This is an optimization exercise on Yosys and OpenROAD, whose aim is small area, a short achievable clock period and few clock cycles, not a production implementation. The RTL was checked by simulation tests, not by an equivalence proof against the original design. No activity file was given, so power comes from the tool's default toggle rates.

[flow/run.sh]
#!/bin/bash
# The standard layout, with stronger port buffers than buffer_ports picks by
# default (it picks a slow delay cell when timing has slack to spare).
set -euo pipefail
export BUFFER_PORTS_ARGS="-buffer_cell sky130_fd_sc_hd__buf_2"
bash standard.sh > standard.log 2>&1
[standard.sh]
#!/bin/bash
# synth_recipe.tcl (not shown) runs the flow's synth.tcl, then flattens the netlist and writes it again
# the make line also repeats each setting of config.mk as NAME=value (left out here)
make -C /OpenROAD-flow-scripts/flow DESIGN_CONFIG=/design/flow/config.mk WORK_HOME=/design/flow/orfs CLKGATE_MAP_FILE= SYNTH_SCRIPT=/design/flow/synth_recipe.tcl "${@:-finish}"
[config.mk]
export PLATFORM = sky130hd
export DESIGN_NAME = bq_encoder
export DESIGN_NICKNAME = bq_encoder
export VERILOG_FILES = /design/flow/design.v
export SDC_FILE = /design/flow/constraint.sdc
export NUM_CORES = 4
export LEC_CHECK = 0
export CAP_MARGIN = 20
export CORE_MARGIN = 2
export CORE_UTILIZATION = 40
export CTS_CLUSTER_DIAMETER = 80
export CTS_CLUSTER_SIZE = 25
export SLEW_MARGIN = 20
[constraint.sdc]
create_clock -name core_clock -period 33.0 [get_ports {clk}]
set_input_delay 6.6000 -clock core_clock [delete_from_list [all_inputs] [get_ports {clk}]]
set_output_delay 6.6000 -clock core_clock [all_outputs]
set_load 0.01 [all_outputs]
[design.v]
module bq_encoder (
    input  wire        clk,
    input  wire        rst,           
    input  wire        start,
    output wire        start_ready,
    input  wire [3:0]  cfg_w,         
    input  wire [3:0]  cfg_h,         
    input  wire [3:0]  cfg_d,         
    input  wire [3:0]  cfg_c,         
    input  wire        pix_valid,
    output wire        pix_ready,
    input  wire [23:0] pix_data,
    output reg         res_valid,
    output reg  [7:0]  res_data,
    output reg         done,
    output reg  [7:0]  base_y,
    output reg  [7:0]  max_delta,
    output reg  [3:0]  rbn,
    output reg  [2:0]  shift,
    output reg  [7:0]  avg_cr,
    output reg  [7:0]  avg_cb,
    output reg  [6:0]  csize
);
    localparam Q = 3;           
    reg        rs;
    reg        in_active;       
    reg        start_ready_r, pix_ready_r;
    reg  [2:0] wm1, hm1;        
    reg  [2:0] col, row;        
    reg  [3:0] d_in, c_in;      
    reg  [3:0] d_blk, c_blk;    
    assign start_ready = start_ready_r;
    assign pix_ready   = pix_ready_r;
    wire st_acc   = start & start_ready_r;
    wire px_acc   = pix_valid & pix_ready_r;
    wire is_first = (col == 3'd0) & (row == 3'd0);
    wire is_last  = (col == wm1) & (row == hm1);
    reg [23:0] p0;  reg v0, f0, l0;
    reg [7:0]  y1;  reg [8:0] tr1, tb1;  reg v1, f1, l1;
    reg        cons;            
    reg  [6:0]  cnt;
    reg  [7:0]  min_y, max_y;
    reg  [13:0] sum_cr, sum_cb;
    reg  [7:0]  ybuf [0:63];
    reg  [5:0]  wptr, rptr;
    reg  [6:0]  occ;            
    reg  [6:0]  rdy;            
    reg  [16:0] dq [0:Q-1];
    reg  [1:0]  dq_wp, dq_rp;
    reg  [2:0]  dq_n;
    reg  [6:0]  div_n;
    reg  [3:0]  div_cnt;
    reg  [5:0]  rem_cr, rem_cb;
    wire rd_en = (rdy != 7'd0);
    wire [2:0] col_inc = (col == wm1) ? 3'd0 : col + 3'd1;
    wire [2:0] row_inc = (col == wm1) ? row + 3'd1 : row;
    wire       last_after_acc = (col_inc == wm1) & (row_inc == hm1);
    wire       last_after_st  = (cfg_w == 4'd1) & (cfg_h == 4'd1);
    wire [6:0] rdy_n   = rdy - {6'd0, rd_en} + (cons ? cnt : 7'd0);
    wire [6:0] occ_n0  = occ - {6'd0, rd_en};
    wire [6:0] occ_n1  = occ_n0 + 7'd1;
    wire       cons_n  = v1 & l1;
    wire       s1l_n   = v0 & l0;
    wire       n2_n    = (cnt != 7'd0);         
    wire       e0 = (rdy_n >= 7'd1);
    wire       e1 = (rdy_n >= 7'd2) | cons_n;
    wire       e2 = (rdy_n >= 7'd3) | s1l_n | (cons_n & n2_n);
    wire [1:0] g  = {1'b0, e0} + {1'b0, e1} + {1'b0, e2};
    wire [6:0] lim = 7'd63 + {5'd0, g};
    wire       occ_ok0 = (occ_n0 <= lim);
    wire       occ_ok1 = (occ_n1 <= lim);
    wire       last_ok = ~(v0 & l0) & ~(v1 & l1) & ~cons &
                         (div_cnt <= 4'd4) & (dq_n < Q);
    wire pr_st = occ_ok0 & (~last_after_st | last_ok);
    wire pr_px = ~is_last & occ_ok1 & (~last_after_acc | last_ok);
    wire pr_no = in_active & occ_ok0 & (~is_last | last_ok);
    always @(posedge clk) begin
        rs            <= rst;
        start_ready_r <= ~rst & (rs | (st_acc ? 1'b0 : (px_acc & is_last) ? 1'b1 : start_ready_r));
        pix_ready_r   <= ~rst & ~rs & (st_acc ? pr_st : px_acc ? pr_px : pr_no);
        if (rs)
            in_active <= 1'b0;
        else if (st_acc)
            in_active <= 1'b1;
        else if (px_acc & is_last)
            in_active <= 1'b0;
        if (~in_active) begin
            wm1  <= cfg_w[2:0] - 3'd1;
            hm1  <= cfg_h[2:0] - 3'd1;
            col  <= 3'd0;
            row  <= 3'd0;
            d_in <= cfg_d;
            c_in <= cfg_c;
        end else if (px_acc) begin
            col <= col_inc;
            row <= row_inc;
        end
        if (pix_ready_r & is_last) begin
            d_blk <= d_in;
            c_blk <= c_in;
        end
    end
    wire [7:0] pr = p0[23:16], pg = p0[15:8], pb = p0[7:0];
    wire ys_1 = pr[0] ^ pr[2] ^ pr[3];
    wire ys_2 = (pr[0] & pr[2]) | (pr[0] & pr[3]) | (pr[2] & pr[3]);
    wire ys_3 = pr[1] ^ pr[3] ^ pr[4];
    wire ys_4 = (pr[1] & pr[3]) | (pr[1] & pr[4]) | (pr[3] & pr[4]);
    wire ys_5 = pr[6] ^ pg[2];
    wire ys_6 = pr[6] & pg[2];
    wire ys_7 = pr[2] ^ pr[4] ^ pr[5];
    wire ys_8 = (pr[2] & pr[4]) | (pr[2] & pr[5]) | (pr[4] & pr[5]);
    wire ys_9 = pr[7] ^ pg[3] ^ pg[5];
    wire ys_10 = (pr[7] & pg[3]) | (pr[7] & pg[5]) | (pg[3] & pg[5]);
    wire ys_11 = pg[6] ^ pb[0];
    wire ys_12 = pg[6] & pb[0];
    wire ys_13 = pr[3] ^ pr[5] ^ pr[6];
    wire ys_14 = (pr[3] & pr[5]) | (pr[3] & pr[6]) | (pr[5] & pr[6]);
    wire ys_15 = pg[0] ^ pg[4] ^ pg[6];
    wire ys_16 = (pg[0] & pg[4]) | (pg[0] & pg[6]) | (pg[4] & pg[6]);
    wire ys_17 = pg[7] ^ pb[1] ^ pb[3];
    wire ys_18 = (pg[7] & pb[1]) | (pg[7] & pb[3]) | (pb[1] & pb[3]);
    wire ys_19 = pb[4] ^ pb[5];
    wire ys_20 = pb[4] & pb[5];
    wire ys_21 = pr[0] ^ pr[4] ^ pr[6];
    wire ys_22 = (pr[0] & pr[4]) | (pr[0] & pr[6]) | (pr[4] & pr[6]);
    wire ys_23 = pr[7] ^ pg[1] ^ pg[5];
    wire ys_24 = (pr[7] & pg[1]) | (pr[7] & pg[5]) | (pg[1] & pg[5]);
    wire ys_25 = pg[7] ^ pb[2] ^ pb[4];
    wire ys_26 = (pg[7] & pb[2]) | (pg[7] & pb[4]) | (pb[2] & pb[4]);
    wire ys_27 = pb[5] ^ pb[6];
    wire ys_28 = pb[5] & pb[6];
    wire ys_29 = pr[1] ^ pr[5] ^ pr[7];
    wire ys_30 = (pr[1] & pr[5]) | (pr[1] & pr[7]) | (pr[5] & pr[7]);
    wire ys_31 = pg[2] ^ pg[6] ^ pb[0];
    wire ys_32 = (pg[2] & pg[6]) | (pg[2] & pb[0]) | (pg[6] & pb[0]);
    wire ys_33 = pb[3] ^ pb[5];
    wire ys_34 = pb[3] & pb[5];
    wire ys_35 = pr[2] ^ pr[6] ^ pg[0];
    wire ys_36 = (pr[2] & pr[6]) | (pr[2] & pg[0]) | (pr[6] & pg[0]);
    wire ys_37 = pg[3] ^ pg[7];
    wire ys_38 = pg[3] & pg[7];
    wire ys_39 = pr[0] ^ pr[3] ^ pr[7];
    wire ys_40 = (pr[0] & pr[3]) | (pr[0] & pr[7]) | (pr[3] & pr[7]);
    wire ys_41 = pg[0] ^ pg[1];
    wire ys_42 = pg[0] & pg[1];
    wire ys_43 = pr[0] ^ pr[1] ^ pr[4];
    wire ys_44 = (pr[0] & pr[1]) | (pr[0] & pr[4]) | (pr[1] & pr[4]);
    wire ys_45 = pg[1] ^ pg[2];
    wire ys_46 = pg[1] & pg[2];
    wire ys_47 = pr[1] ^ pr[2] ^ pr[5];
    wire ys_48 = (pr[1] & pr[2]) | (pr[1] & pr[5]) | (pr[2] & pr[5]);
    wire ys_49 = pg[0] ^ pg[2] ^ pg[3];
    wire ys_50 = (pg[0] & pg[2]) | (pg[0] & pg[3]) | (pg[2] & pg[3]);
    wire ys_51 = pg[6] ^ pb[0];
    wire ys_52 = pg[6] & pb[0];
    wire ys_53 = pr[2] ^ pr[3] ^ pr[6];
    wire ys_54 = (pr[2] & pr[3]) | (pr[2] & pr[6]) | (pr[3] & pr[6]);
    wire ys_55 = pg[1] ^ pg[3] ^ pg[4];
    wire ys_56 = (pg[1] & pg[3]) | (pg[1] & pg[4]) | (pg[3] & pg[4]);
    wire ys_57 = pg[7] ^ pb[1];
    wire ys_58 = pg[7] & pb[1];
    wire ys_59 = pr[0] ^ pr[3] ^ pr[4];
    wire ys_60 = (pr[0] & pr[3]) | (pr[0] & pr[4]) | (pr[3] & pr[4]);
    wire ys_61 = pr[7] ^ pg[2] ^ pg[4];
    wire ys_62 = (pr[7] & pg[2]) | (pr[7] & pg[4]) | (pg[2] & pg[4]);
    wire ys_63 = pg[5] ^ pb[2];
    wire ys_64 = pg[5] & pb[2];
    wire ys_65 = pr[1] ^ pr[4] ^ pr[5];
    wire ys_66 = (pr[1] & pr[4]) | (pr[1] & pr[5]) | (pr[4] & pr[5]);
    wire ys_67 = pg[0] ^ pg[3] ^ pg[5];
    wire ys_68 = (pg[0] & pg[3]) | (pg[0] & pg[5]) | (pg[3] & pg[5]);
    wire ys_69 = pg[6] ^ pb[3];
    wire ys_70 = pg[6] & pb[3];
    wire ys_71 = pr[2] ^ pr[5] ^ pr[6];
    wire ys_72 = (pr[2] & pr[5]) | (pr[2] & pr[6]) | (pr[5] & pr[6]);
    wire ys_73 = pg[1] ^ pg[4] ^ pg[6];
    wire ys_74 = (pg[1] & pg[4]) | (pg[1] & pg[6]) | (pg[4] & pg[6]);
    wire ys_75 = pr[3] ^ pr[6] ^ pr[7];
    wire ys_76 = (pr[3] & pr[6]) | (pr[3] & pr[7]) | (pr[6] & pr[7]);
    wire ys_77 = pr[0] ^ pr[1];
    wire ys_78 = pr[0] & pr[1];
    wire ys_79 = pr[1] ^ pr[2] ^ pr[4];
    wire ys_80 = (pr[1] & pr[2]) | (pr[1] & pr[4]) | (pr[2] & pr[4]);
    wire ys_81 = pg[0] ^ pg[2] ^ pg[3];
    wire ys_82 = (pg[0] & pg[2]) | (pg[0] & pg[3]) | (pg[2] & pg[3]);
    wire ys_83 = pr[5] ^ pg[1] ^ pg[3];
    wire ys_84 = (pr[5] & pg[1]) | (pr[5] & pg[3]) | (pg[1] & pg[3]);
    wire ys_85 = pg[4] ^ pb[0] ^ pb[1];
    wire ys_86 = (pg[4] & pb[0]) | (pg[4] & pb[1]) | (pb[0] & pb[1]);
    wire ys_87 = pb[2] ^ pb[3];
    wire ys_88 = pb[2] & pb[3];
    wire ys_89 = pg[4] ^ pg[5] ^ pb[1];
    wire ys_90 = (pg[4] & pg[5]) | (pg[4] & pb[1]) | (pg[5] & pb[1]);
    wire ys_91 = pb[2] ^ pb[3] ^ pb[4];
    wire ys_92 = (pb[2] & pb[3]) | (pb[2] & pb[4]) | (pb[3] & pb[4]);
    wire ys_93 = ys_3 ^ ys_5 ^ ys_2;
    wire ys_94 = (ys_3 & ys_5) | (ys_3 & ys_2) | (ys_5 & ys_2);
    wire ys_95 = pb[2] ^ pb[3] ^ pb[4];
    wire ys_96 = (pb[2] & pb[3]) | (pb[2] & pb[4]) | (pb[3] & pb[4]);
    wire ys_97 = pb[5] ^ ys_7 ^ ys_9;
    wire ys_98 = (pb[5] & ys_7) | (pb[5] & ys_9) | (ys_7 & ys_9);
    wire ys_99 = ys_11 ^ ys_4 ^ ys_6;
    wire ys_100 = (ys_11 & ys_4) | (ys_11 & ys_6) | (ys_4 & ys_6);
    wire ys_101 = pb[6] ^ 1'b1 ^ ys_13;
    wire ys_102 = (pb[6] & 1'b1) | (pb[6] & ys_13) | (1'b1 & ys_13);
    wire ys_103 = ys_15 ^ ys_17 ^ ys_19;
    wire ys_104 = (ys_15 & ys_17) | (ys_15 & ys_19) | (ys_17 & ys_19);
    wire ys_105 = ys_8 ^ ys_10 ^ ys_12;
    wire ys_106 = (ys_8 & ys_10) | (ys_8 & ys_12) | (ys_10 & ys_12);
    wire ys_107 = pb[7] ^ ys_21 ^ ys_23;
    wire ys_108 = (pb[7] & ys_21) | (pb[7] & ys_23) | (ys_21 & ys_23);
    wire ys_109 = ys_25 ^ ys_27 ^ ys_14;
    wire ys_110 = (ys_25 & ys_27) | (ys_25 & ys_14) | (ys_27 & ys_14);
    wire ys_111 = ys_16 ^ ys_18 ^ ys_20;
    wire ys_112 = (ys_16 & ys_18) | (ys_16 & ys_20) | (ys_18 & ys_20);
    wire ys_113 = pb[6] ^ pb[7] ^ ys_29;
    wire ys_114 = (pb[6] & pb[7]) | (pb[6] & ys_29) | (pb[7] & ys_29);
    wire ys_115 = ys_31 ^ ys_33 ^ ys_22;
    wire ys_116 = (ys_31 & ys_33) | (ys_31 & ys_22) | (ys_33 & ys_22);
    wire ys_117 = ys_24 ^ ys_26 ^ ys_28;
    wire ys_118 = (ys_24 & ys_26) | (ys_24 & ys_28) | (ys_26 & ys_28);
    wire ys_119 = pb[1] ^ pb[4] ^ pb[6];
    wire ys_120 = (pb[1] & pb[4]) | (pb[1] & pb[6]) | (pb[4] & pb[6]);
    wire ys_121 = pb[7] ^ ys_35 ^ ys_37;
    wire ys_122 = (pb[7] & ys_35) | (pb[7] & ys_37) | (ys_35 & ys_37);
    wire ys_123 = ys_30 ^ ys_32 ^ ys_34;
    wire ys_124 = (ys_30 & ys_32) | (ys_30 & ys_34) | (ys_32 & ys_34);
    wire ys_125 = pg[4] ^ pb[0] ^ pb[2];
    wire ys_126 = (pg[4] & pb[0]) | (pg[4] & pb[2]) | (pb[0] & pb[2]);
    wire ys_127 = pb[5] ^ pb[7] ^ ys_39;
    wire ys_128 = (pb[5] & pb[7]) | (pb[5] & ys_39) | (pb[7] & ys_39);
    wire ys_129 = ys_41 ^ ys_36 ^ ys_38;
    wire ys_130 = (ys_41 & ys_36) | (ys_41 & ys_38) | (ys_36 & ys_38);
    wire ys_131 = pg[5] ^ pb[0] ^ pb[1];
    wire ys_132 = (pg[5] & pb[0]) | (pg[5] & pb[1]) | (pb[0] & pb[1]);
    wire ys_133 = pb[3] ^ pb[6] ^ ys_43;
    wire ys_134 = (pb[3] & pb[6]) | (pb[3] & ys_43) | (pb[6] & ys_43);
    wire ys_135 = ys_45 ^ ys_40 ^ ys_42;
    wire ys_136 = (ys_45 & ys_40) | (ys_45 & ys_42) | (ys_40 & ys_42);
    wire ys_137 = pb[1] ^ pb[2] ^ pb[4];
    wire ys_138 = (pb[1] & pb[2]) | (pb[1] & pb[4]) | (pb[2] & pb[4]);
    wire ys_139 = pb[7] ^ ys_47 ^ ys_49;
    wire ys_140 = (pb[7] & ys_47) | (pb[7] & ys_49) | (ys_47 & ys_49);
    wire ys_141 = ys_51 ^ ys_44 ^ ys_46;
    wire ys_142 = (ys_51 & ys_44) | (ys_51 & ys_46) | (ys_44 & ys_46);
    wire ys_143 = pb[2] ^ pb[3] ^ pb[5];
    wire ys_144 = (pb[2] & pb[3]) | (pb[2] & pb[5]) | (pb[3] & pb[5]);
    wire ys_145 = ys_53 ^ ys_55 ^ ys_57;
    wire ys_146 = (ys_53 & ys_55) | (ys_53 & ys_57) | (ys_55 & ys_57);
    wire ys_147 = ys_48 ^ ys_50 ^ ys_52;
    wire ys_148 = (ys_48 & ys_50) | (ys_48 & ys_52) | (ys_50 & ys_52);
    wire ys_149 = pb[3] ^ pb[4] ^ pb[6];
    wire ys_150 = (pb[3] & pb[4]) | (pb[3] & pb[6]) | (pb[4] & pb[6]);
    wire ys_151 = ys_59 ^ ys_61 ^ ys_63;
    wire ys_152 = (ys_59 & ys_61) | (ys_59 & ys_63) | (ys_61 & ys_63);
    wire ys_153 = ys_54 ^ ys_56 ^ ys_58;
    wire ys_154 = (ys_54 & ys_56) | (ys_54 & ys_58) | (ys_56 & ys_58);
    wire ys_155 = pb[4] ^ pb[5] ^ pb[7];
    wire ys_156 = (pb[4] & pb[5]) | (pb[4] & pb[7]) | (pb[5] & pb[7]);
    wire ys_157 = ys_65 ^ ys_67 ^ ys_69;
    wire ys_158 = (ys_65 & ys_67) | (ys_65 & ys_69) | (ys_67 & ys_69);
    wire ys_159 = ys_60 ^ ys_62 ^ ys_64;
    wire ys_160 = (ys_60 & ys_62) | (ys_60 & ys_64) | (ys_62 & ys_64);
    wire ys_161 = pg[7] ^ pb[4] ^ pb[5];
    wire ys_162 = (pg[7] & pb[4]) | (pg[7] & pb[5]) | (pb[4] & pb[5]);
    wire ys_163 = pb[6] ^ ys_71 ^ ys_73;
    wire ys_164 = (pb[6] & ys_71) | (pb[6] & ys_73) | (ys_71 & ys_73);
    wire ys_165 = ys_66 ^ ys_68 ^ ys_70;
    wire ys_166 = (ys_66 & ys_68) | (ys_66 & ys_70) | (ys_68 & ys_70);
    wire ys_167 = pg[2] ^ pg[5] ^ pg[7];
    wire ys_168 = (pg[2] & pg[5]) | (pg[2] & pg[7]) | (pg[5] & pg[7]);
    wire ys_169 = pb[5] ^ pb[6] ^ pb[7];
    wire ys_170 = (pb[5] & pb[6]) | (pb[5] & pb[7]) | (pb[6] & pb[7]);
    wire ys_171 = ys_75 ^ ys_72 ^ ys_74;
    wire ys_172 = (ys_75 & ys_72) | (ys_75 & ys_74) | (ys_72 & ys_74);
    wire ys_173 = pr[4] ^ pr[7] ^ pg[3];
    wire ys_174 = (pr[4] & pr[7]) | (pr[4] & pg[3]) | (pr[7] & pg[3]);
    wire ys_175 = pg[6] ^ pb[6] ^ pb[7];
    wire ys_176 = (pg[6] & pb[6]) | (pg[6] & pb[7]) | (pb[6] & pb[7]);
    wire ys_177 = pr[0] ^ pr[2];
    wire ys_178 = pr[0] & pr[2];
    wire ys_179 = pr[3] ^ pg[1] ^ pg[2];
    wire ys_180 = (pr[3] & pg[1]) | (pr[3] & pg[2]) | (pg[1] & pg[2]);
    wire ys_181 = pb[0] ^ pb[1];
    wire ys_182 = pb[0] & pb[1];
    wire ys_183 = pb[0] ^ pb[1] ^ pb[2];
    wire ys_184 = (pb[0] & pb[1]) | (pb[0] & pb[2]) | (pb[1] & pb[2]);
    wire ys_185 = ys_79 ^ ys_81 ^ ys_78;
    wire ys_186 = (ys_79 & ys_81) | (ys_79 & ys_78) | (ys_81 & ys_78);
    wire ys_187 = ys_1 ^ ys_83 ^ ys_85;
    wire ys_188 = (ys_1 & ys_83) | (ys_1 & ys_85) | (ys_83 & ys_85);
    wire ys_189 = ys_87 ^ ys_80 ^ ys_82;
    wire ys_190 = (ys_87 & ys_80) | (ys_87 & ys_82) | (ys_80 & ys_82);
    wire ys_191 = ys_89 ^ ys_91 ^ ys_93;
    wire ys_192 = (ys_89 & ys_91) | (ys_89 & ys_93) | (ys_91 & ys_93);
    wire ys_193 = ys_84 ^ ys_86 ^ ys_88;
    wire ys_194 = (ys_84 & ys_86) | (ys_84 & ys_88) | (ys_86 & ys_88);
    wire ys_195 = ys_95 ^ ys_97 ^ ys_99;
    wire ys_196 = (ys_95 & ys_97) | (ys_95 & ys_99) | (ys_97 & ys_99);
    wire ys_197 = ys_90 ^ ys_92 ^ ys_94;
    wire ys_198 = (ys_90 & ys_92) | (ys_90 & ys_94) | (ys_92 & ys_94);
    wire ys_199 = ys_101 ^ ys_103 ^ ys_105;
    wire ys_200 = (ys_101 & ys_103) | (ys_101 & ys_105) | (ys_103 & ys_105);
    wire ys_201 = ys_96 ^ ys_98 ^ ys_100;
    wire ys_202 = (ys_96 & ys_98) | (ys_96 & ys_100) | (ys_98 & ys_100);
    wire ys_203 = ys_107 ^ ys_109 ^ ys_111;
    wire ys_204 = (ys_107 & ys_109) | (ys_107 & ys_111) | (ys_109 & ys_111);
    wire ys_205 = ys_102 ^ ys_104 ^ ys_106;
    wire ys_206 = (ys_102 & ys_104) | (ys_102 & ys_106) | (ys_104 & ys_106);
    wire ys_207 = ys_113 ^ ys_115 ^ ys_117;
    wire ys_208 = (ys_113 & ys_115) | (ys_113 & ys_117) | (ys_115 & ys_117);
    wire ys_209 = ys_108 ^ ys_110 ^ ys_112;
    wire ys_210 = (ys_108 & ys_110) | (ys_108 & ys_112) | (ys_110 & ys_112);
    wire ys_211 = ys_119 ^ ys_121 ^ ys_123;
    wire ys_212 = (ys_119 & ys_121) | (ys_119 & ys_123) | (ys_121 & ys_123);
    wire ys_213 = ys_114 ^ ys_116 ^ ys_118;
    wire ys_214 = (ys_114 & ys_116) | (ys_114 & ys_118) | (ys_116 & ys_118);
    wire ys_215 = ys_125 ^ ys_127 ^ ys_129;
    wire ys_216 = (ys_125 & ys_127) | (ys_125 & ys_129) | (ys_127 & ys_129);
    wire ys_217 = ys_120 ^ ys_122 ^ ys_124;
    wire ys_218 = (ys_120 & ys_122) | (ys_120 & ys_124) | (ys_122 & ys_124);
    wire ys_219 = ys_131 ^ ys_133 ^ ys_135;
    wire ys_220 = (ys_131 & ys_133) | (ys_131 & ys_135) | (ys_133 & ys_135);
    wire ys_221 = ys_126 ^ ys_128 ^ ys_130;
    wire ys_222 = (ys_126 & ys_128) | (ys_126 & ys_130) | (ys_128 & ys_130);
    wire ys_223 = ys_137 ^ ys_139 ^ ys_141;
    wire ys_224 = (ys_137 & ys_139) | (ys_137 & ys_141) | (ys_139 & ys_141);
    wire ys_225 = ys_132 ^ ys_134 ^ ys_136;
    wire ys_226 = (ys_132 & ys_134) | (ys_132 & ys_136) | (ys_134 & ys_136);
    wire ys_227 = ys_143 ^ ys_145 ^ ys_147;
    wire ys_228 = (ys_143 & ys_145) | (ys_143 & ys_147) | (ys_145 & ys_147);
    wire ys_229 = ys_138 ^ ys_140 ^ ys_142;
    wire ys_230 = (ys_138 & ys_140) | (ys_138 & ys_142) | (ys_140 & ys_142);
    wire ys_231 = ys_149 ^ ys_151 ^ ys_153;
    wire ys_232 = (ys_149 & ys_151) | (ys_149 & ys_153) | (ys_151 & ys_153);
    wire ys_233 = ys_144 ^ ys_146 ^ ys_148;
    wire ys_234 = (ys_144 & ys_146) | (ys_144 & ys_148) | (ys_146 & ys_148);
    wire ys_235 = ys_155 ^ ys_157 ^ ys_159;
    wire ys_236 = (ys_155 & ys_157) | (ys_155 & ys_159) | (ys_157 & ys_159);
    wire ys_237 = ys_150 ^ ys_152 ^ ys_154;
    wire ys_238 = (ys_150 & ys_152) | (ys_150 & ys_154) | (ys_152 & ys_154);
    wire ys_239 = ys_161 ^ ys_163 ^ ys_165;
    wire ys_240 = (ys_161 & ys_163) | (ys_161 & ys_165) | (ys_163 & ys_165);
    wire ys_241 = ys_156 ^ ys_158 ^ ys_160;
    wire ys_242 = (ys_156 & ys_158) | (ys_156 & ys_160) | (ys_158 & ys_160);
    wire ys_243 = ys_167 ^ ys_169 ^ ys_171;
    wire ys_244 = (ys_167 & ys_169) | (ys_167 & ys_171) | (ys_169 & ys_171);
    wire ys_245 = ys_162 ^ ys_164 ^ ys_166;
    wire ys_246 = (ys_162 & ys_164) | (ys_162 & ys_166) | (ys_164 & ys_166);
    wire ys_247 = ys_76 ^ ys_173 ^ ys_175;
    wire ys_248 = (ys_76 & ys_173) | (ys_76 & ys_175) | (ys_173 & ys_175);
    wire ys_249 = ys_168 ^ ys_170 ^ ys_172;
    wire ys_250 = (ys_168 & ys_170) | (ys_168 & ys_172) | (ys_170 & ys_172);
    wire ys_251 = pr[5] ^ pg[4] ^ pg[7];
    wire ys_252 = (pr[5] & pg[4]) | (pr[5] & pg[7]) | (pg[4] & pg[7]);
    wire ys_253 = pb[7] ^ ys_174 ^ ys_176;
    wire ys_254 = (pb[7] & ys_174) | (pb[7] & ys_176) | (ys_174 & ys_176);
    wire ys_255 = pg[0] ^ pg[1];
    wire ys_256 = pg[0] & pg[1];
    wire ys_257 = ys_77 ^ ys_179 ^ ys_181;
    wire ys_258 = (ys_77 & ys_179) | (ys_77 & ys_181) | (ys_179 & ys_181);
    wire ys_259 = ys_183 ^ ys_185 ^ ys_180;
    wire ys_260 = (ys_183 & ys_185) | (ys_183 & ys_180) | (ys_185 & ys_180);
    wire ys_261 = ys_187 ^ ys_189 ^ ys_184;
    wire ys_262 = (ys_187 & ys_189) | (ys_187 & ys_184) | (ys_189 & ys_184);
    wire ys_263 = ys_191 ^ ys_193 ^ ys_188;
    wire ys_264 = (ys_191 & ys_193) | (ys_191 & ys_188) | (ys_193 & ys_188);
    wire ys_265 = ys_195 ^ ys_197 ^ ys_192;
    wire ys_266 = (ys_195 & ys_197) | (ys_195 & ys_192) | (ys_197 & ys_192);
    wire ys_267 = ys_199 ^ ys_201 ^ ys_196;
    wire ys_268 = (ys_199 & ys_201) | (ys_199 & ys_196) | (ys_201 & ys_196);
    wire ys_269 = ys_203 ^ ys_205 ^ ys_200;
    wire ys_270 = (ys_203 & ys_205) | (ys_203 & ys_200) | (ys_205 & ys_200);
    wire ys_271 = ys_207 ^ ys_209 ^ ys_204;
    wire ys_272 = (ys_207 & ys_209) | (ys_207 & ys_204) | (ys_209 & ys_204);
    wire ys_273 = ys_211 ^ ys_213 ^ ys_208;
    wire ys_274 = (ys_211 & ys_213) | (ys_211 & ys_208) | (ys_213 & ys_208);
    wire ys_275 = ys_215 ^ ys_217 ^ ys_212;
    wire ys_276 = (ys_215 & ys_217) | (ys_215 & ys_212) | (ys_217 & ys_212);
    wire ys_277 = ys_219 ^ ys_221 ^ ys_216;
    wire ys_278 = (ys_219 & ys_221) | (ys_219 & ys_216) | (ys_221 & ys_216);
    wire ys_279 = ys_223 ^ ys_225 ^ ys_220;
    wire ys_280 = (ys_223 & ys_225) | (ys_223 & ys_220) | (ys_225 & ys_220);
    wire ys_281 = ys_227 ^ ys_229 ^ ys_224;
    wire ys_282 = (ys_227 & ys_229) | (ys_227 & ys_224) | (ys_229 & ys_224);
    wire ys_283 = ys_231 ^ ys_233 ^ ys_228;
    wire ys_284 = (ys_231 & ys_233) | (ys_231 & ys_228) | (ys_233 & ys_228);
    wire ys_285 = ys_235 ^ ys_237 ^ ys_232;
    wire ys_286 = (ys_235 & ys_237) | (ys_235 & ys_232) | (ys_237 & ys_232);
    wire ys_287 = ys_239 ^ ys_241 ^ ys_236;
    wire ys_288 = (ys_239 & ys_241) | (ys_239 & ys_236) | (ys_241 & ys_236);
    wire ys_289 = ys_243 ^ ys_245 ^ ys_240;
    wire ys_290 = (ys_243 & ys_245) | (ys_243 & ys_240) | (ys_245 & ys_240);
    wire ys_291 = ys_247 ^ ys_249 ^ ys_244;
    wire ys_292 = (ys_247 & ys_249) | (ys_247 & ys_244) | (ys_249 & ys_244);
    wire ys_293 = ys_251 ^ ys_253 ^ ys_248;
    wire ys_294 = (ys_251 & ys_253) | (ys_251 & ys_248) | (ys_253 & ys_248);
    wire ys_295 = pr[6] ^ pg[5] ^ ys_252;
    wire ys_296 = (pr[6] & pg[5]) | (pr[6] & ys_252) | (pg[5] & ys_252);
    wire ys_297 = pb[0] ^ ys_177;
    wire ys_298 = pb[0] & ys_177;
    wire ys_299 = ys_178 ^ ys_257 ^ ys_256;
    wire ys_300 = (ys_178 & ys_257) | (ys_178 & ys_256) | (ys_257 & ys_256);
    wire ys_301 = ys_182 ^ ys_259 ^ ys_258;
    wire ys_302 = (ys_182 & ys_259) | (ys_182 & ys_258) | (ys_259 & ys_258);
    wire ys_303 = ys_186 ^ ys_261 ^ ys_260;
    wire ys_304 = (ys_186 & ys_261) | (ys_186 & ys_260) | (ys_261 & ys_260);
    wire ys_305 = ys_190 ^ ys_263 ^ ys_262;
    wire ys_306 = (ys_190 & ys_263) | (ys_190 & ys_262) | (ys_263 & ys_262);
    wire ys_307 = ys_194 ^ ys_265 ^ ys_264;
    wire ys_308 = (ys_194 & ys_265) | (ys_194 & ys_264) | (ys_265 & ys_264);
    wire ys_309 = ys_198 ^ ys_267 ^ ys_266;
    wire ys_310 = (ys_198 & ys_267) | (ys_198 & ys_266) | (ys_267 & ys_266);
    wire ys_311 = ys_202 ^ ys_269 ^ ys_268;
    wire ys_312 = (ys_202 & ys_269) | (ys_202 & ys_268) | (ys_269 & ys_268);
    wire ys_313 = ys_206 ^ ys_271 ^ ys_270;
    wire ys_314 = (ys_206 & ys_271) | (ys_206 & ys_270) | (ys_271 & ys_270);
    wire ys_315 = ys_210 ^ ys_273 ^ ys_272;
    wire ys_316 = (ys_210 & ys_273) | (ys_210 & ys_272) | (ys_273 & ys_272);
    wire ys_317 = ys_214 ^ ys_275 ^ ys_274;
    wire ys_318 = (ys_214 & ys_275) | (ys_214 & ys_274) | (ys_275 & ys_274);
    wire ys_319 = ys_218 ^ ys_277 ^ ys_276;
    wire ys_320 = (ys_218 & ys_277) | (ys_218 & ys_276) | (ys_277 & ys_276);
    wire ys_321 = ys_222 ^ ys_279 ^ ys_278;
    wire ys_322 = (ys_222 & ys_279) | (ys_222 & ys_278) | (ys_279 & ys_278);
    wire ys_323 = ys_226 ^ ys_281 ^ ys_280;
    wire ys_324 = (ys_226 & ys_281) | (ys_226 & ys_280) | (ys_281 & ys_280);
    wire ys_325 = ys_230 ^ ys_283 ^ ys_282;
    wire ys_326 = (ys_230 & ys_283) | (ys_230 & ys_282) | (ys_283 & ys_282);
    wire ys_327 = ys_234 ^ ys_285 ^ ys_284;
    wire ys_328 = (ys_234 & ys_285) | (ys_234 & ys_284) | (ys_285 & ys_284);
    wire ys_329 = ys_238 ^ ys_287 ^ ys_286;
    wire ys_330 = (ys_238 & ys_287) | (ys_238 & ys_286) | (ys_287 & ys_286);
    wire ys_331 = ys_242 ^ ys_289 ^ ys_288;
    wire ys_332 = (ys_242 & ys_289) | (ys_242 & ys_288) | (ys_289 & ys_288);
    wire ys_333 = ys_246 ^ ys_291 ^ ys_290;
    wire ys_334 = (ys_246 & ys_291) | (ys_246 & ys_290) | (ys_291 & ys_290);
    wire ys_335 = ys_250 ^ ys_293 ^ ys_292;
    wire ys_336 = (ys_250 & ys_293) | (ys_250 & ys_292) | (ys_293 & ys_292);
    wire ys_337 = ys_254 ^ ys_295 ^ ys_294;
    wire ys_338 = (ys_254 & ys_295) | (ys_254 & ys_294) | (ys_295 & ys_294);
    wire ys_339 = pr[7] ^ pg[6] ^ ys_296;
    wire ys_340 = (pr[7] & pg[6]) | (pr[7] & ys_296) | (pg[6] & ys_296);
    wire [25:0] ys_a = {1'b0, pg[7], ys_339, ys_337, ys_335, ys_333, ys_331, ys_329, ys_327, ys_325, ys_323, ys_321, ys_319, ys_317, ys_315, ys_313, ys_311, ys_309, ys_307, ys_305, ys_303, ys_301, ys_299, ys_255, pr[1], pr[0]};
    wire [25:0] ys_b = {1'b0, ys_340, ys_338, ys_336, ys_334, ys_332, ys_330, ys_328, ys_326, ys_324, ys_322, ys_320, ys_318, ys_316, ys_314, ys_312, ys_310, ys_308, ys_306, ys_304, ys_302, ys_300, ys_298, ys_297, pg[0], 1'b0};
    wire [25:0] y_acc = ys_a + ys_b;
    wire [7:0]  y0 = y_acc[25:18];
    always @(posedge clk) begin
        p0  <= pix_data;
        f0  <= is_first;
        l0  <= is_last;
        y1  <= y0;
        tr1 <= {1'b0, p0[23:16]} + {1'b0, ~y0} + 9'd1;
        tb1 <= {1'b0, p0[7:0]}   + {1'b0, ~y0} + 9'd1;
        f1  <= f0;
        l1  <= l0;
        v0  <= px_acc & ~rs;
        if (rs) begin
            v1   <= 1'b0;
            cons <= 1'b0;
        end else begin
            v1   <= v0;
            cons <= v1 & l1;
        end
    end
    wire crs_1 = tr1[1] ^ tr1[2];
    wire crs_2 = tr1[1] & tr1[2];
    wire crs_3 = tr1[0] ^ tr1[2] ^ tr1[3];
    wire crs_4 = (tr1[0] & tr1[2]) | (tr1[0] & tr1[3]) | (tr1[2] & tr1[3]);
    wire crs_5 = tr1[0] ^ tr1[1] ^ tr1[3];
    wire crs_6 = (tr1[0] & tr1[1]) | (tr1[0] & tr1[3]) | (tr1[1] & tr1[3]);
    wire crs_7 = tr1[4] ^ tr1[6];
    wire crs_8 = tr1[4] & tr1[6];
    wire crs_9 = tr1[1] ^ tr1[2] ^ tr1[4];
    wire crs_10 = (tr1[1] & tr1[2]) | (tr1[1] & tr1[4]) | (tr1[2] & tr1[4]);
    wire crs_11 = tr1[5] ^ tr1[7] ^ 1'b1;
    wire crs_12 = (tr1[5] & tr1[7]) | (tr1[5] & 1'b1) | (tr1[7] & 1'b1);
    wire crs_13 = tr1[0] ^ tr1[2] ^ tr1[3];
    wire crs_14 = (tr1[0] & tr1[2]) | (tr1[0] & tr1[3]) | (tr1[2] & tr1[3]);
    wire crs_15 = tr1[5] ^ tr1[6] ^ tr1[8];
    wire crs_16 = (tr1[5] & tr1[6]) | (tr1[5] & tr1[8]) | (tr1[6] & tr1[8]);
    wire crs_17 = tr1[1] ^ tr1[3] ^ tr1[4];
    wire crs_18 = (tr1[1] & tr1[3]) | (tr1[1] & tr1[4]) | (tr1[3] & tr1[4]);
    wire crs_19 = tr1[6] ^ tr1[7] ^ 1'b1;
    wire crs_20 = (tr1[6] & tr1[7]) | (tr1[6] & 1'b1) | (tr1[7] & 1'b1);
    wire crs_21 = tr1[2] ^ tr1[4] ^ tr1[5];
    wire crs_22 = (tr1[2] & tr1[4]) | (tr1[2] & tr1[5]) | (tr1[4] & tr1[5]);
    wire crs_23 = tr1[7] ^ tr1[8];
    wire crs_24 = tr1[7] & tr1[8];
    wire crs_25 = tr1[3] ^ tr1[5] ^ tr1[6];
    wire crs_26 = (tr1[3] & tr1[5]) | (tr1[3] & tr1[6]) | (tr1[5] & tr1[6]);
    wire crs_27 = tr1[4] ^ tr1[6];
    wire crs_28 = tr1[4] & tr1[6];
    wire crs_29 = tr1[0] ^ tr1[1];
    wire crs_30 = tr1[0] & tr1[1];
    wire crs_31 = tr1[4] ^ tr1[8] ^ 1'b1;
    wire crs_32 = (tr1[4] & tr1[8]) | (tr1[4] & 1'b1) | (tr1[8] & 1'b1);
    wire crs_33 = tr1[5] ^ 1'b1 ^ crs_3;
    wire crs_34 = (tr1[5] & 1'b1) | (tr1[5] & crs_3) | (1'b1 & crs_3);
    wire crs_35 = 1'b1 ^ crs_5 ^ crs_7;
    wire crs_36 = (1'b1 & crs_5) | (1'b1 & crs_7) | (crs_5 & crs_7);
    wire crs_37 = crs_9 ^ crs_11 ^ crs_6;
    wire crs_38 = (crs_9 & crs_11) | (crs_9 & crs_6) | (crs_11 & crs_6);
    wire crs_39 = crs_13 ^ crs_15 ^ crs_10;
    wire crs_40 = (crs_13 & crs_15) | (crs_13 & crs_10) | (crs_15 & crs_10);
    wire crs_41 = crs_17 ^ crs_19 ^ crs_14;
    wire crs_42 = (crs_17 & crs_19) | (crs_17 & crs_14) | (crs_19 & crs_14);
    wire crs_43 = crs_21 ^ crs_23 ^ crs_18;
    wire crs_44 = (crs_21 & crs_23) | (crs_21 & crs_18) | (crs_23 & crs_18);
    wire crs_45 = tr1[8] ^ crs_25 ^ crs_22;
    wire crs_46 = (tr1[8] & crs_25) | (tr1[8] & crs_22) | (crs_25 & crs_22);
    wire crs_47 = tr1[7] ^ 1'b1 ^ crs_27;
    wire crs_48 = (tr1[7] & 1'b1) | (tr1[7] & crs_27) | (1'b1 & crs_27);
    wire crs_49 = tr1[5] ^ tr1[7] ^ tr1[8];
    wire crs_50 = (tr1[5] & tr1[7]) | (tr1[5] & tr1[8]) | (tr1[7] & tr1[8]);
    wire crs_51 = tr1[0] ^ tr1[2];
    wire crs_52 = tr1[0] & tr1[2];
    wire crs_53 = tr1[3] ^ tr1[7] ^ crs_29;
    wire crs_54 = (tr1[3] & tr1[7]) | (tr1[3] & crs_29) | (tr1[7] & crs_29);
    wire crs_55 = crs_1 ^ crs_31 ^ crs_30;
    wire crs_56 = (crs_1 & crs_31) | (crs_1 & crs_30) | (crs_31 & crs_30);
    wire crs_57 = crs_2 ^ crs_33 ^ crs_32;
    wire crs_58 = (crs_2 & crs_33) | (crs_2 & crs_32) | (crs_33 & crs_32);
    wire crs_59 = crs_4 ^ crs_35 ^ crs_34;
    wire crs_60 = (crs_4 & crs_35) | (crs_4 & crs_34) | (crs_35 & crs_34);
    wire crs_61 = crs_8 ^ crs_37 ^ crs_36;
    wire crs_62 = (crs_8 & crs_37) | (crs_8 & crs_36) | (crs_37 & crs_36);
    wire crs_63 = crs_12 ^ crs_39 ^ crs_38;
    wire crs_64 = (crs_12 & crs_39) | (crs_12 & crs_38) | (crs_39 & crs_38);
    wire crs_65 = crs_16 ^ crs_41 ^ crs_40;
    wire crs_66 = (crs_16 & crs_41) | (crs_16 & crs_40) | (crs_41 & crs_40);
    wire crs_67 = crs_20 ^ crs_43 ^ crs_42;
    wire crs_68 = (crs_20 & crs_43) | (crs_20 & crs_42) | (crs_43 & crs_42);
    wire crs_69 = crs_24 ^ crs_45 ^ crs_44;
    wire crs_70 = (crs_24 & crs_45) | (crs_24 & crs_44) | (crs_45 & crs_44);
    wire crs_71 = crs_26 ^ crs_47 ^ crs_46;
    wire crs_72 = (crs_26 & crs_47) | (crs_26 & crs_46) | (crs_47 & crs_46);
    wire crs_73 = crs_28 ^ crs_49 ^ crs_48;
    wire crs_74 = (crs_28 & crs_49) | (crs_28 & crs_48) | (crs_49 & crs_48);
    wire crs_75 = tr1[6] ^ tr1[8] ^ crs_50;
    wire crs_76 = (tr1[6] & tr1[8]) | (tr1[6] & crs_50) | (tr1[8] & crs_50);
    wire crs_77 = tr1[7] ^ 1'b1;
    wire crs_78 = tr1[7] & 1'b1;
    wire crs_79 = tr1[8] ^ 1'b1;
    wire crs_80 = tr1[8] & 1'b1;
    wire [21:0] crs_a = {1'b1, crs_79, crs_77, crs_75, crs_73, crs_71, crs_69, crs_67, crs_65, crs_63, crs_61, crs_59, crs_57, crs_55, crs_53, tr1[6], tr1[1], tr1[0], tr1[3], tr1[2], tr1[1], tr1[0]};
    wire [21:0] crs_b = {crs_80, crs_78, crs_76, crs_74, crs_72, crs_70, crs_68, crs_66, crs_64, crs_62, crs_60, crs_58, crs_56, crs_54, crs_52, crs_51, tr1[5], tr1[4], 1'b0, 1'b0, 1'b0, 1'b0};
    wire cbs_1 = tb1[5] ^ tb1[6];
    wire cbs_2 = tb1[5] & tb1[6];
    wire cbs_3 = tb1[0] ^ tb1[6] ^ tb1[7];
    wire cbs_4 = (tb1[0] & tb1[6]) | (tb1[0] & tb1[7]) | (tb1[6] & tb1[7]);
    wire cbs_5 = tb1[1] ^ tb1[7];
    wire cbs_6 = tb1[1] & tb1[7];
    wire cbs_7 = tb1[0] ^ tb1[1];
    wire cbs_8 = tb1[0] & tb1[1];
    wire cbs_9 = tb1[1] ^ tb1[2] ^ tb1[4];
    wire cbs_10 = (tb1[1] & tb1[2]) | (tb1[1] & tb1[4]) | (tb1[2] & tb1[4]);
    wire cbs_11 = tb1[2] ^ tb1[3] ^ tb1[5];
    wire cbs_12 = (tb1[2] & tb1[3]) | (tb1[2] & tb1[5]) | (tb1[3] & tb1[5]);
    wire cbs_13 = tb1[3] ^ tb1[4] ^ tb1[6];
    wire cbs_14 = (tb1[3] & tb1[4]) | (tb1[3] & tb1[6]) | (tb1[4] & tb1[6]);
    wire cbs_15 = tb1[4] ^ tb1[5] ^ tb1[7];
    wire cbs_16 = (tb1[4] & tb1[5]) | (tb1[4] & tb1[7]) | (tb1[5] & tb1[7]);
    wire cbs_17 = tb1[8] ^ 1'b1 ^ cbs_1;
    wire cbs_18 = (tb1[8] & 1'b1) | (tb1[8] & cbs_1) | (1'b1 & cbs_1);
    wire cbs_19 = 1'b1 ^ cbs_3 ^ cbs_2;
    wire cbs_20 = (1'b1 & cbs_3) | (1'b1 & cbs_2) | (cbs_3 & cbs_2);
    wire cbs_21 = tb1[8] ^ cbs_5 ^ cbs_4;
    wire cbs_22 = (tb1[8] & cbs_5) | (tb1[8] & cbs_4) | (cbs_5 & cbs_4);
    wire cbs_23 = tb1[2] ^ tb1[8] ^ cbs_6;
    wire cbs_24 = (tb1[2] & tb1[8]) | (tb1[2] & cbs_6) | (tb1[8] & cbs_6);
    wire cbs_25 = tb1[0] ^ tb1[3] ^ 1'b1;
    wire cbs_26 = (tb1[0] & tb1[3]) | (tb1[0] & 1'b1) | (tb1[3] & 1'b1);
    wire cbs_27 = tb1[1] ^ tb1[4] ^ 1'b1;
    wire cbs_28 = (tb1[1] & tb1[4]) | (tb1[1] & 1'b1) | (tb1[4] & 1'b1);
    wire cbs_29 = tb1[2] ^ tb1[5] ^ 1'b1;
    wire cbs_30 = (tb1[2] & tb1[5]) | (tb1[2] & 1'b1) | (tb1[5] & 1'b1);
    wire cbs_31 = tb1[3] ^ tb1[6] ^ 1'b1;
    wire cbs_32 = (tb1[3] & tb1[6]) | (tb1[3] & 1'b1) | (tb1[6] & 1'b1);
    wire cbs_33 = tb1[4] ^ tb1[7] ^ 1'b1;
    wire cbs_34 = (tb1[4] & tb1[7]) | (tb1[4] & 1'b1) | (tb1[7] & 1'b1);
    wire cbs_35 = tb1[5] ^ tb1[8];
    wire cbs_36 = tb1[5] & tb1[8];
    wire cbs_37 = tb1[6] ^ 1'b1;
    wire cbs_38 = tb1[6] & 1'b1;
    wire cbs_39 = tb1[7] ^ 1'b1;
    wire cbs_40 = tb1[7] & 1'b1;
    wire cbs_41 = tb1[8] ^ 1'b1;
    wire cbs_42 = tb1[8] & 1'b1;
    wire [21:0] cbs_a = {1'b1, cbs_41, cbs_39, cbs_37, cbs_35, cbs_33, cbs_31, cbs_29, cbs_27, cbs_25, cbs_23, cbs_21, cbs_19, cbs_17, cbs_15, cbs_13, cbs_11, cbs_9, tb1[3], tb1[0], tb1[1], tb1[0]};
    wire [21:0] cbs_b = {cbs_42, cbs_40, cbs_38, cbs_36, cbs_34, cbs_32, cbs_30, cbs_28, cbs_26, cbs_24, cbs_22, cbs_20, cbs_18, cbs_16, cbs_14, cbs_12, cbs_10, cbs_8, cbs_7, tb1[2], 1'b0, 1'b0};
    wire [21:0] cr_num = crs_a + crs_b;
    wire [21:0] cb_num = cbs_a + cbs_b;
    wire [7:0]  cr = cr_num[20:13];
    wire [7:0]  cb = cb_num[20:13];
    always @(posedge clk) begin
        if (v1) begin
            ybuf[wptr] <= y1;
            if (f1 | (y1 < min_y)) min_y <= y1;
            if (f1 | (y1 > max_y)) max_y <= y1;
        end
        sum_cr <= ((v1 & f1) ? 14'd0 : sum_cr) + {6'd0, cr & {8{v1}}};
        sum_cb <= ((v1 & f1) ? 14'd0 : sum_cb) + {6'd0, cb & {8{v1}}};
        if (rs | cons)
            cnt <= 7'd0;
        else if (v1)
            cnt <= cnt + 7'd1;
    end
    wire [7:0] delta = max_y - min_y;
    reg  [3:0] rbn_c;
    integer k;
    always @(*) begin
        rbn_c = 4'd0;
        for (k = 0; k < 8; k = k + 1)
            if (delta > (8'd1 << k))
                rbn_c = k[3:0] + 4'd1;
    end
    wire [3:0] shift_c = (rbn_c > d_blk) ? (rbn_c - d_blk) : 4'd0;
    wire [9:0] nd      = cnt * d_blk;
    wire [6:0] csize_c = (delta != 8'd0) ? (7'd4 + nd[9:3] + {6'd0, (nd[2:0] != 3'd0)}) : 7'd4;
    wire [7:0] keep    = ~(8'hff >> c_blk);       
    wire [6:0] rem2_cr = {rem_cr, avg_cr[7]};
    wire [6:0] rem2_cb = {rem_cb, avg_cb[7]};
    wire       ge_cr   = (rem2_cr >= div_n);
    wire       ge_cb   = (rem2_cb >= div_n);
    wire [6:0] sub_cr  = rem2_cr - div_n;
    wire [6:0] sub_cb  = rem2_cb - div_n;
    always @(posedge clk) begin
        if (cons) begin
            base_y    <= min_y;
            max_delta <= delta;
            rbn       <= rbn_c;
            shift     <= shift_c[2:0];
            csize     <= csize_c;
            div_n     <= cnt;
            rem_cr    <= sum_cr[13:8];
            rem_cb    <= sum_cb[13:8];
            avg_cr    <= sum_cr[7:0] & keep;
            avg_cb    <= sum_cb[7:0] & keep;
        end else if (div_cnt != 4'd0) begin
            rem_cr <= ge_cr ? sub_cr[5:0] : rem2_cr[5:0];
            rem_cb <= ge_cb ? sub_cb[5:0] : rem2_cb[5:0];
            avg_cr <= {avg_cr[6:0], ge_cr};
            avg_cb <= {avg_cb[6:0], ge_cb};
        end
        done <= ~rst & ~rs & (div_cnt == 4'd1);
        if (rs)
            div_cnt <= 4'd0;
        else if (cons)
            div_cnt <= c_blk;
        else if (div_cnt != 4'd0)
            div_cnt <= div_cnt - 4'd1;
    end
    wire [16:0] head     = dq[dq_rp];
    reg  [7:0]  rd_y;
    integer ri;
    always @(*) begin
        rd_y = 8'd0;
        for (ri = 0; ri < 64; ri = ri + 1)
            rd_y = rd_y | (ybuf[ri] & {8{rptr == ri[5:0]}});
    end
    wire [7:0]  rd_d     = rd_y - head[16:9];
    wire        blk_end  = (rptr == head[5:0]);
    wire        dq_pop   = rd_en & blk_end;
    always @(posedge clk) begin
        res_data  <= rd_d >> head[8:6];
        res_valid <= ~rst & ~rs & rd_en;
        if (cons)
            dq[dq_wp] <= {min_y, shift_c[2:0], wptr - 6'd1};
        if (rs) begin
            wptr  <= 6'd0;
            rptr  <= 6'd0;
            occ   <= 7'd0;
            rdy   <= 7'd0;
            dq_wp <= 2'd0;
            dq_rp <= 2'd0;
            dq_n  <= 3'd0;
        end else begin
            if (v1) wptr <= wptr + 6'd1;
            if (rd_en) rptr <= rptr + 6'd1;
            occ <= px_acc ? occ_n1 : occ_n0;
            rdy <= rdy_n;
            if (cons) dq_wp <= (dq_wp == Q - 1) ? 2'd0 : dq_wp + 2'd1;
            if (dq_pop) dq_rp <= (dq_rp == Q - 1) ? 2'd0 : dq_rp + 2'd1;
            dq_n <= dq_n + {2'd0, cons} - {2'd0, dq_pop};
        end
    end
endmodule
==> results of run 1 <==
==> report_power, final <==
group / switching, µW / internal, µW / leakage [µW] / total [µW]
Clock: 366 / 282 / 0.000722 / 647
Sequential: 65.4 / 1320 / 0.00729 / 1380
Combinational: 1400 / 1020 / 0.00961 / 2420
Total: 1830 / 2620 / 0.0176 / 4450
==> metal layers <==
| metal | up-vias | GRT usage, % | wire [µm] |
|---|---|---|---|
| met5 | - | 0 | 27 |
| met4 | 4 | 7.80 | 4580 |
| met3 | 213 | 4.27 | 11000 |
| met2 | 1136 | 34.9 | 53800 |
| met1 | 13500 | 31.0 | 49400 |
| li1 | 12200 | - | - |
==> registers in the layout (all words and copies together) (netlist names), 9 cells and up, named ones only <==
register	count
dq	51
p0	24
sum_cb	14
sum_cr	14
tb1	9
tr1	9
ybuf	512
==> worst max-delay path by stage <==
stage	endpoint	cells after the start	slack, ns	start
floorplan	pix_ready_r$_DFF_P_	5	25.57	cfg_h[1]
global placement	pix_ready_r$_DFF_P_	6	24.96	cfg_h[1]
detailed placement	pix_ready_r$_DFF_P_	6	24.97	cfg_h[1]
CTS	avg_cb[7]	1	25.07	avg_cb[7]$_DFFE_PP_
global route	avg_cb[7]	1	25.06	avg_cb[7]$_DFFE_PP_
finish	avg_cb[7]	1	25.13	avg_cb[7]$_DFFE_PP_
==> cells in the final DEF, fill, tap and decap left out, types with 17 or more instances in the layout <==
master                      Yosys  routed
sky130_fd_sc_hd__edfxtp_1     666     666
sky130_fd_sc_hd__inv_1        411     411
sky130_fd_sc_hd__nor2_1       269     256
sky130_fd_sc_hd__ha_1         243     243
sky130_fd_sc_hd__fa_1         202     202
sky130_fd_sc_hd__nand2_1      166     166
sky130_fd_sc_hd__a22oi_1      141     141
sky130_fd_sc_hd__dfxtp_1      151     141
sky130_fd_sc_hd__buf_4          7     115
sky130_fd_sc_hd__buf_2         14     101
sky130_fd_sc_hd__a21oi_1       92      92
sky130_fd_sc_hd__xnor2_1       75      75
sky130_fd_sc_hd__o21ai_0       64      64
sky130_fd_sc_hd__nand4_1       58      58
sky130_fd_sc_hd__nand3_1       51      51
sky130_fd_sc_hd__xor2_1        49      49
sky130_fd_sc_hd__clkbuf_16      0      47
sky130_fd_sc_hd__nor3_1        48      46
sky130_fd_sc_hd__a221oi_1      46      46
sky130_fd_sc_hd__mux2i_1       44      44
sky130_fd_sc_hd__a22o_1        44      44
sky130_fd_sc_hd__nor2b_1       34      34
sky130_fd_sc_hd__a21o_1        28      28
sky130_fd_sc_hd__o21a_1        28      28
sky130_fd_sc_hd__nand2b_1      25      25
sky130_fd_sc_hd__and2_1        25      25
sky130_fd_sc_hd__nor2_2         5      18
sky130_fd_sc_hd__nor4_1        17      17
sky130_fd_sc_hd__and3_1        17      17
==> cell families after synthesis <==
group,count (synthesis),share of synthesized area (%)
AOI/OAI and AO/OA,577,10.1
xor gates and xnor gates,125,2.67
adders and majority gates,445,17.0
buffers and inverters,490,4.59
DFF,817,55.4
muxes,46,1.11
and+or+nand+nor,782,9.14
==> area by class of cell <==
cell class / count / area, µm²
fillers: 9518 / 57500
diodes: 1 / 2.50
inverters: 412 / 1550
multi-input cells: 1975 / 16700
flip-flops and latches: 817 / 23000
repair buffers: 216 / 1370
clock buffers: 58 / 1240
well taps: 1380 / 1730
clock inverters: 18 / 256
==> through the flow <==
stage               total power [µW]  setup slack, ns  utilization (%)
finish                          4450            25.13             44.4
global route                    4880            25.06             44.4
CTS                             4490            25.07             44.4
detailed placement              3820            24.97             42.9
global placement                3800            24.96             42.9
floorplan                       3220            25.57                -
==> run notes, run 1 <==
The flow ran to the end and the layout has no timing, DRC or antenna violations. Once placement completed, the tool counted placed cells totaling 4800. The endpoint identified for the worst register-to-register timing path is tb1[8]$_DFF_P_. TritonCTS built the clock tree. The shortest clock period the worst path allows after layout came out at slightly below 8 ns. The start point of the worst min-delay path is f0$_DFF_P_. Counting cells, the worst reg-to-reg path comes to 27. The source-to-sink clock delay at the later pin of the worst-skew pair is 0.67 ns. The biggest area contributor in the post-synthesis netlist is sky130_fd_sc_hd__edfxtp_1.

The detailed-route wire length came out at 119000 µm. The count of boundary I/O pins is ~100. Using the TritonRoute via totals, the vias-per-cell ratio works out to between 5 and 6.

Entering global routing, the biggest net connects 69 pins. Clock skew on the completed layout was measured at roughly 0.062 ns. The number of nets handed over by synthesis was ~3800. Yosys attributes the largest share of cell area to sky130_fd_sc_hd__edfxtp_1, sky130_fd_sc_hd__fa_1, sky130_fd_sc_hd__ha_1, sky130_fd_sc_hd__dfxtp_1, sky130_fd_sc_hd__inv_1. For the pin with the worst max-slew slack, the measured transition is ~1.2 ns.

In the synthesized netlist, the cells that appear most often are sky130_fd_sc_hd__edfxtp_1, sky130_fd_sc_hd__inv_1, sky130_fd_sc_hd__nor2_1. The share of the clock period used by the worst path came out at between 20% and 30%. The post-synthesis instance area is 0.0416 mm². Hold repair after CTS inserted 0 buffers. IR analysis of the VDD net gives a maximum drop of approximately 0.14 mV. The worst setup path is of the flop to primary output kind. The total of max-cap violations is 0.

The clock tree root buffer cell is sky130_fd_sc_hd__clkbuf_16. TritonCTS created between 40 and 50 clock buffers. The placeable core area came out at 0.103 mm². The number of H-tree levels is 2. The sequential element share of the synthesized area is between 50% and 60%.

Setup repair after global routing left no endpoint under its margin. In this run the remaining antenna-violating nets after routing total 0. sky130_fd_sc_hd__edfxtp_1 is the most common cell in the netlist. The register-to-register setup slack came out at 26.01 ns.

Data on the critical path is required at its endpoint by between 20 and 30 ns. The number of instances on the worst hold path is 0. The number of register bits inferred by synthesis came out at between 800 and 900.

The area overhead of the layout relative to synthesis is 10.3%. The number of buffers inserted to repair setup after CTS came out at 0. In the final routed layout, each cell accounts on average for between 20 and 25 µm. The die width came out at about 330 µm. The category of the worst setup path capture point is a primary output. In this run, distinct cell masters in the synthesized netlist total 90.

The detailed-placement wirelength estimate came out at 84400 µm. The final routed DRC violation total came out at 0. The placed instance area is ~0.044 mm².

The data arrival time of the critical path is ~1.3 ns. The count of yosys warnings during synthesis came out at 1. The die height came out at approximately 330 µm. Together, buffers and inverters on the worst path number 1.

The mean instance size in the synthesized netlist is about 13 µm². The clock-pin slew on the worst setup and hold paths is around 0.1 ns. The share of the synthesized area in the top cell type came out at 48.1%. On the final layout, the worst hold slack is around 0.34 ns. The number of global-route vias before repair is 26200. Headroom to the max-slew limit came out at between 10% and 20%. The area of all placed cells without fillers is 0.0459 mm². The final count of pins violating max slew is 0. The path category of the worst min-delay check is flop to flop.

The number of violations reported at the end of detailed-routing iteration 0 came out at about 3000. The worst setup path is launched from a flop. The largest fanout of any net on the critical path is 3. The via total after detailed routing is about 27000.

The largest incremental delay on the critical path is between 0.4 and 0.5 ns. The aggregate negative setup slack came out at 0 ns. Counting along the longest clock path gives a buffer depth of 3. The count of buffers added on input and output ports is just over 100.

The final hold violation count came to 0. For this run, the post-layout net count is between 3000 and 4000. The placer's final routability congestion estimate is 0.987.

The final cell count without fillers is a little under 5000. Among all flip-flop cells after synthesis, the most frequent one is sky130_fd_sc_hd__edfxtp_1. The quantity of gates resized following cts is 0. The number of standard-cell rows in the floorplan is roughly 120. The number of detailed-routing iterations run before antenna repair is 5. The starting density of the core came out at between 40% and 50%. The clock sink count came out at 817. The ratio of cells with drive above 1 in the final layout is approximately a tenth. The number of endpoints failing setup at the final stage came out at 0. The maximum clock rate is approximately 130 MHz. For this design, the slowest cell found on the critical path is sky130_fd_sc_hd__edfxtp_1.

The kind of cell adding the most delay to the critical path is flip-flops. The cell count after synthesis came out at approximately 3300. The worst register-to-register path begins at p0[18]$_DFF_P_.

The area enclosed by the die boundary came out at around 0.11 mm². Walking the worst path, the cells encountered are buf_2. The overall track demand over capacity in global routing is around 22%. The end of the worst hold path is f1$_DFF_P_.

The power density over cell area came out at 97.0 mW/mm². Summed over all cells, the static leakage comes to about 0.018 µW. The global-route wire length before repair is 176000 µm. The count of flip-flops with a built-in enable after synthesis is between 600 and 700. The leftover overflow at the end of global routing is 0.

The number of antenna violations at the first check in global routing is 2. The fraction of synthesis flops using an asynchronous set or reset pin is 0%.
Testbench counts, summed over its fixed seeds: cycles 10,665.
==> run 2, diff against run 1 <==
--- a/flow/run.sh
+++ b/flow/run.sh
@@ -4,3 +4,3 @@
 set -euo pipefail
-export BUFFER_PORTS_ARGS="-buffer_cell sky130_fd_sc_hd__buf_2"
+export BUFFER_PORTS_ARGS="-buffer_cell sky130_fd_sc_hd__buf_4"
 bash standard.sh > standard.log 2>&1
==> run 2 against run 1 <==
Net effect: non-clock buffer count down 17; area after synthesis unchanged; wire length up 0.30%.
==> run notes, run 2 <==
The count of buffers inserted at the top-level ports is 101. The number of register bits inferred by synthesis came out at ~800. The slew at the pin closest to its max-slew limit is between 1 and 1.5 ns.

The register-to-register setup slack is roughly 26 ns. The number of flip-flops in the largest register is ~510. The number of violations reported at the end of detailed-routing iteration 0 came out at between 3000 and 4000.

The first detailed-routing pass ran for 8 iterations. The instance count after placement with tap cells included came out at 4782. In the global route stage, overall resource usage came out at 22.3%. The wire-length estimate of the detail-placed layout is 84600 µm. No sink is reached through more buffers than the 3 on the longest clock path.

The area enclosed by the die boundary is between 0.1 and 0.15 mm². The placed instance area came out at between 0.04 and 0.05 mm². Synthesis instantiated 90 different standard cells from the library. The congestion estimate from routability-driven global placement came to between 1 and 1.5. Ranked by instance count, the synthesized netlist is headed by sky130_fd_sc_hd__edfxtp_1, sky130_fd_sc_hd__inv_1, sky130_fd_sc_hd__nor2_1.

The maximum number of pins on one net before global-route repair is just under 70. The clock tree root buffer cell is sky130_fd_sc_hd__clkbuf_16. The cell count along the critical path came out at 1.

In this run the tightest slew margin relative to its limit is between 10% and 20%. The count of flip-flops with a built-in enable after synthesis is between 600 and 700. Summed over all failing endpoints, the final setup total negative slack is 0 ns. The run finished with no timing, DRC or antenna violations. The post-synthesis instance area is 0.0416 mm².

The critical setup path kind is flop to primary output. The die width came out at ~330 µm. The total of max-cap violations is 0.

The number of buffers inserted to repair setup after CTS came out at 0. Clock skew on the completed layout was measured at roughly 0.054 ns. The maximum vdd drop is 0.121 mV.

The die height is 326 µm. Counting cells, the worst reg-to-reg path comes to 27. The number of instances on the worst hold path came out at 0. The quantity of gates resized following cts is 0. The share of the clock period used by the worst path came out at between 20% and 30%. The final count of pins violating max slew came out at 0. The count of fill cells added during filler insertion is 9453. In this design, the stage delay of the slowest critical-path cell is approximately 0.43 ns. The final antenna-violating net count came out at 0. The final hold violation count came out at 0. Setup repair after global routing left no endpoint under its margin.

The overall power is between 4000 and 5000 µW. More flip-flops sit in one register than any other, and that register is ybuf. In this run the critical register-to-register path is captured at tb1[8]$_DFF_P_. The finished layout holds 4858 standard cells, fillers aside.

Of the cells placed in the final design, the portion with a size suffix greater than 1 is roughly 9%. The TritonCTS clock tree is built. Traced cell by cell, the critical path runs through buf_4. Leaving out fill and tap cells, the most frequent cell in the layout is sky130_fd_sc_hd__edfxtp_1. The worst hold path terminates at f1$_DFF_P_.

The share of the synthesized area in the top cell type came out at approximately half. The final design utilization is 44.5%. The number of antenna violations at the first check in global routing is 1. The clock sink count came out at roughly 820. The start point of the worst min-delay path is f0$_DFF_P_.

The hold buffer count at cts is 0. The maximum clock rate came out at roughly 130 MHz. The data arrival time of the critical path is 1.28 ns.

The count of yosys warnings during synthesis is 1. The area of all placed cells without fillers is 0.0460 mm². Of all cell types, the one taking the most synthesized area is sky130_fd_sc_hd__edfxtp_1. By instance count, the leading cell after synthesis is sky130_fd_sc_hd__edfxtp_1. The largest fanout of any net on the critical path is 3. The path category of the worst min-delay check is flop to flop.

Detailed routing inserted a total of between 20000 and 30000 vias. The kind of cell adding the most delay to the critical path is flip-flops. The top cell types in the final layout, fill and taps aside, are sky130_fd_sc_hd__edfxtp_1, sky130_fd_sc_hd__inv_1, sky130_fd_sc_hd__nor2_1, sky130_fd_sc_hd__ha_1, sky130_fd_sc_hd__fa_1. The largest registers in the layout are ybuf x512, dq x51, p0 x24. For the worst setup path, the data required time is 26.40 ns. The power density over cell area is 97.3 mW/mm².

The worst setup path is captured at a primary output. Yosys attributes the largest share of cell area to sky130_fd_sc_hd__edfxtp_1, sky130_fd_sc_hd__fa_1, sky130_fd_sc_hd__ha_1, sky130_fd_sc_hd__dfxtp_1, sky130_fd_sc_hd__inv_1. The number of nets in the layout is ~4000. The floorplan has between 100 and 150 rows. The clock buffer count from CTS came out at 45. The clock period could shrink to 7.88 ns. The leftover overflow at the end of global routing came out at 0.

The detailed-route wire length came out at about 120000 µm. Setup violations remaining at the end of the flow were counted as 0. The later pin in the worst-skew pair is clocked with a latency of a little under 0.7 ns. Clock-pin slew was measured on the worst setup and hold paths at approximately 0.1 ns. Dividing the detail-routed via count by the number of cells gives around 5.6. Synthesis produced a netlist with a net count of around 3800.

The most common flop cell mapped by yosys is sky130_fd_sc_hd__edfxtp_1. The startpoint identified for the worst register-to-register timing path is p0[18]$_DFF_P_. Synthesis produced a netlist whose cell count is roughly 3300. In the final routed layout, each cell accounts on average for between 20 and 25 µm. After synthesis, the mean cell area works out to about 13 µm². After synthesis, the share of flip-flops with an asynchronous set or reset is 0%. The number of antenna repair diodes is 0.

The sequential element share of the synthesized area is roughly 55%. The placeable core area is around 0.10 mm². The buffering stage count on the worst path with inverters included is 1.

The final routed DRC violation total came out at 0. The number of global-route vias before repair came out at between 20000 and 30000. The worst setup path is launched from a flop.

The number of H-tree levels is 2. The leakage power is 0.0176 µW. Once the floorplan was initialized, standard cells occupied approximately 40% of the core. 102 I/O pins were placed. Compared with the post-synthesis result, the final layout area differs by 10.6%. For this design, the slowest cell found on the critical path is sky130_fd_sc_hd__edfxtp_1. The global-route wire length before repair came out at 175000 µm.
==> run 2: cell types whose count changed in the layout (fill, tap and decap cells not counted), sizes merged <==
| cell | change |
|---|---|
| clkinvlp | +1 |
| buf | -17 |
| bufinv | +1 |
| diode | -1 |
| clkbuf | -4 |
| inv | -4 |
| clkinv | +5 |
==> run 2: cell families after synthesis <==
logic type / count (synthesis) / synth area share [%]
compound gates: 577 / 10.1
xor+xnor: 125 / 2.67
fa+ha+maj: 445 / 17.0
buf+inv: 490 / 4.59
flops: 817 / 55.4
mux: 46 / 1.11
simple gates: 782 / 9.14
==> run 2: report_power, final <==
part           switching, µW  internal, µW  total (µW)
combinational           1410          1030        2440
clock                    366           274         640
sequential              73.6          1320        1390
total                   1850          2630        4470
==> run 2: layer usage <==
| layer | up-vias | share of wire (%) | GRT usage (%) |
|---|---|---|---|
| li1 | 12100 | - | - |
| met1 | 13500 | 41 | 30.2 |
| met2 | 1219 | 45 | 34.7 |
| met3 | 256 | 9.1 | 4.80 |
| met4 | 2 | 4.9 | 9.35 |
| met5 | - | 0.013 | 0 |
==> run 2: final cells by class <==
type | instances | area (µm²) | area share (%)
flip-flops and latches | 817 | 23000 | 50.1
clock buffers | 54 | 1160 | 2.52
inverters | 412 | 1550 | 3.36
multi-input cells | 1975 | 16700 | 36.4
repair buffers | 199 | 1500 | 3.27
clock inverters | 21 | 287 | 0.623
well taps | 1380 | 1730 | 3.76
==> run 2: how the worst max path moves through the flow <==
stage / from / end / slack, ns
final: avg_cb[7]$_DFFE_PP_ / avg_cb[7] / 25.12
after floorplan: cfg_h[1] / pix_ready_r$_DFF_P_ / 25.57
after detailed placement: cfg_h[1] / pix_ready_r$_DFF_P_ / 24.95
after global routing: avg_cb[7]$_DFFE_PP_ / avg_cb[7] / 25.04
after CTS: avg_cb[7]$_DFFE_PP_ / avg_cb[7] / 25.06
after global placement: cfg_h[1] / pix_ready_r$_DFF_P_ / 24.93
==> run 2: per-stage QoR <==
stage	hold slack (ns)	setup WS, ns
2_1_floorplan	0.310	25.57
3_3_place_gp	0.310	24.93
3_5_place_dp	0.323	24.95
4_1_cts	0.344	25.06
5_1_grt	0.353	25.04
6_report	0.341	25.12

## static timing again, ports no longer ideal
No port has a modelled driver above. Below, the same layouts with a new extraction and two added sets of constraints.
Step 1 assumes that a clkbuf_16 drives the clock port and a buf_2 every other input.
Step 2 moves the port delays by t, midway between the first and last clock arrival at a register: inputs arrive t later, outputs are due t later. That takes back most of the time a late clock gives input paths.
Three values: no drivers, after step 1, after step 2; two values: the first two.
run	shift t [ns]	setup slack, ns	clock arrival spread, ns	worst register clock-pin slew, ns	worst slew at a driven data input, ns
run 1	0.712	25.128 / 25.056 / 25.099	0.067 / 0.066	0.11 / 0.11	0.04
run 2	0.720	25.118 / 25.053 / 25.009	0.060 / 0.060	0.11 / 0.11	0.04
After both steps setup and hold are still met in every run listed. For run 2, which loses most, drivers alone change the setup slack by -0.065 ns; drivers and shift together by -0.109 ns.
